What follows belongs to an exercise in optimizing a design on an open flow for small area, a short achievable clock period and few clock cycles; a production flow would make more cautious choices. The RTL was checked by simulation tests, not by an equivalence proof against the original design. Power figures rest on the tool's default switching activity, not on a simulated workload.

// bayer_unpack
module bayer_unpack (
    input  wire        clk,
    input  wire        rst,             
    input  wire        start,
    input  wire [11:0] cfg_width,
    input  wire [11:0] cfg_height,
    input  wire [31:0] cfg_mode,
    input  wire [15:0] cfg_stride,
    input  wire [31:0] cfg_src_len,
    output wire [1:0]  state,
    output wire [3:0]  err,
    output wire [3:0]  errfield,
    output wire [12:0] row,
    output wire [31:0] fault_addr,
    output wire        src_req,
    output wire [31:0] src_addr,
    input  wire        src_gnt,
    input  wire        src_rvalid,
    input  wire [7:0]  src_rdata,
    output wire        dst_we,
    output wire [25:0] dst_addr,
    output wire [7:0]  dst_wdata,
    input  wire        dst_ready
);
Settings: LEC_CHECK=0, CAP_MARGIN=20, CORE_MARGIN=2, CORE_UTILIZATION=55, CTS_BUF_LIST=sky130_fd_sc_hd__clkbuf_8, CTS_CLUSTER_DIAMETER=60, CTS_CLUSTER_SIZE=14, SETUP_SLACK_MARGIN=4.5, SLEW_MARGIN=20, TNS_END_PERCENT=10; clock period 8.0 ns.
standard.sh (not shown) runs the stock make flow with config.mk's settings and CLKGATE_MAP_FILE= SYNTH_SCRIPT=/design/flow/synth_recipe.tcl, a recipe that flattens the netlist after the stock synthesis.
==> flow/flow/run.sh <==
#!/bin/bash
# The standard layout (standard.sh: the standard flow's synthesis and ORFS flow), with
# one change: the buffers that ORFS puts on every input and output port are
# made from the smallest buffer cell instead of the default choice.
set -e
export BUFFER_PORTS_ARGS="-buffer_cell sky130_fd_sc_hd__buf_1"
bash standard.sh > standard.log 2>&1
Testbench counts at the start, summed over its fixed seeds: cycles 45,207.
Change:
TNS_END_PERCENT = unset   (was 10)
Die area stays the same.
Setup slack improves by 0.11 ns.
Clock-buffer cell count stays the same.
Wire length barely changes.
Maximum frequency rises by a few percent.
Via count falls slightly.
Global-route usage rose by 0.86 points.
Flip-flop and latch count stays the same.
Change:
SETUP_SLACK_MARGIN = 4   (was 4.5)
What happened: Global-route usage falls by 1.3 points. Via count falls by a few percent. Sequential cell count stays the same. Synthesized cell count stays the same. Hold slack is better by 0.012 ns. Count of clock-buffer cells in the layout rises by 1. Cell area falls by a few percent. First-iteration DRC count falls by roughly a tenth. Area after synthesis is unchanged. Sequential share of layout area rises by 1.1 points. Worst setup slack is worse by 0.28 ns.

bayer_unpack, a different RTL version from the one above (not shown whole).
Size: about 1700 cells after synthesis, roughly 240 flip-flops, roughly 16000 um^2 of cells after synthesis.
Design bayer_unpack, start of the top module:
module bayer_unpack (
    input  wire        clk,
    input  wire        rst,             
    input  wire        start,
    input  wire [11:0] cfg_width,
    input  wire [11:0] cfg_height,
    input  wire [31:0] cfg_mode,
    input  wire [15:0] cfg_stride,
    input  wire [31:0] cfg_src_len,
    output wire [1:0]  state,
    output wire [3:0]  err,
    output wire [3:0]  errfield,
    output wire [12:0] row,
    output wire [31:0] fault_addr,
    output wire        src_req,
    output wire [31:0] src_addr,
    input  wire        src_gnt,
    input  wire        src_rvalid,
    input  wire [7:0]  src_rdata,
    output wire        dst_we,
    output wire [25:0] dst_addr,
    output wire [7:0]  dst_wdata,
    input  wire        dst_ready
);
    localparam integer DD = 4;    
    localparam integer TD = 3;    
    localparam integer ED = 4;    
    localparam [1:0] ST_IDLE = 2'd0, ST_RUN = 2'd1, ST_DONE = 2'd2, ST_FAIL = 2'd3;
    localparam [3:0] PH_PI  = 4'd0,  PH_PRE = 4'd1,  PH_FLT = 4'd2,  PH_FLT2 = 4'd3,
                     PH_WI0 = 4'd4,  PH_WI1 = 4'd5,  PH_RS  = 4'd6,  PH_RUN  = 4'd7,
                     PH_Z   = 4'd8,  PH_T1  = 4'd9,  PH_T2  = 4'd10, PH_END  = 4'd11,
                     PH_PI1 = 4'd12;
    function [31:0] add32;
        input [31:0] a, b;
        input        ci;
        reg   [31:0] g, p, gg, pp, gn, pn;
        integer l, i, j;
        begin
            g = a & b;
            p = a ^ b;
            gg = g;
            pp = p;
            gg[0] = g[0] | (p[0] & ci);
            for (l = 0; l < 5; l = l + 1) begin
                gn = gg;
                pn = pp;
                for (i = 0; i < 32; i = i + 1)
                    if (((i >> l) & 1) == 1) begin
                        j = ((i >> l) << l) - 1;
                        gn[i] = gg[i] | (pp[i] & gg[j]);
                        pn[i] = pp[i] & pp[j];
                    end
                gg = gn;
                pp = pn;
            end
            add32 = p ^ {gg[30:0], ci};
        end
    endfunction
    function gt32;
        input [31:0] a, b;
        reg   [31:0] g, p, gg, pp, gn, pn;
        integer l, i, j;
        begin
            g = a & ~b;
            p = ~(a ^ b);
            gg = g;
            pp = p;
  ...
clock: 8.0 ns
lec_check: 0
cap_margin: 20
core_margin: 2
core_utilization: 55
cts_buf_list: sky130_fd_sc_hd__clkbuf_8
setup_slack_margin: 3.5
slew_margin: 20
run.sh (not shown) runs the stock make flow with config.mk's settings and CLKGATE_MAP_FILE= SYNTH_SCRIPT=/design/flow/synth_recipe.tcl, a recipe that flattens the netlist after the stock synthesis.
Stock flow here: none of the scripts above is used.
The baseline passed the timing, DRC and antenna checks.
Testbench counts at the start, summed over its fixed seeds: cycles 45,817.
Edit:
SETUP_SLACK_MARGIN = 4   (was 3.5)
Outcome: The changed run completed with no timing, DRC or antenna violations; cell area came out higher slightly; cell count came out higher slightly; worst hold slack barely changes; power stays flat; flip-flop and latch count stays the same; fmax came out higher by roughly a tenth.

==> afterwards: timing with drivers on the ports <==
How much do the figures lean on ideal ports? The routed layouts below were timed once more, with nothing changed but the port constraints. Step 1 (the two cells are an assumption about what drives the block):
set clk [get_ports {clk}]
set_driving_cell -lib_cell sky130_fd_sc_hd__clkbuf_16 $clk
set_driving_cell -lib_cell sky130_fd_sc_hd__buf_2 [delete_from_list [all_inputs] $clk]
Step 2 also shifts input and output timing later by t, the mid clock arrival at the registers, as if the neighbouring blocks saw the same clock. a / b / c = ideal / step 1 / step 2; a / b = the first two.
run	shift t [ns]	setup WS [ns]	clock arrival spread, ns	worst data-port slew with drivers (ns)	cell pins on the clock port's net
the first run of note 1	0.629	4.335 / 4.335 / 4.036	0.019 / 0.018	0.06	1
the second run of note 1	0.622	4.441 / 4.393 / 4.029	0.022 / 0.022	0.05	1
the third run of note 1	0.624	4.160 / 4.134 / 3.705	0.019 / 0.020	0.04	1
the first run of note 2	0.596	3.634 / 3.586 / 3.273	0.032 / 0.032	0.07	1
the second run of note 2	0.615	4.091 / 4.061 / 3.507	0.023 / 0.023	0.09	1
After both steps every run listed still meets setup and hold. The setup slack of the second run of note 2, which loses most, moves by -0.030 ns with the drivers and by -0.584 ns with both steps.
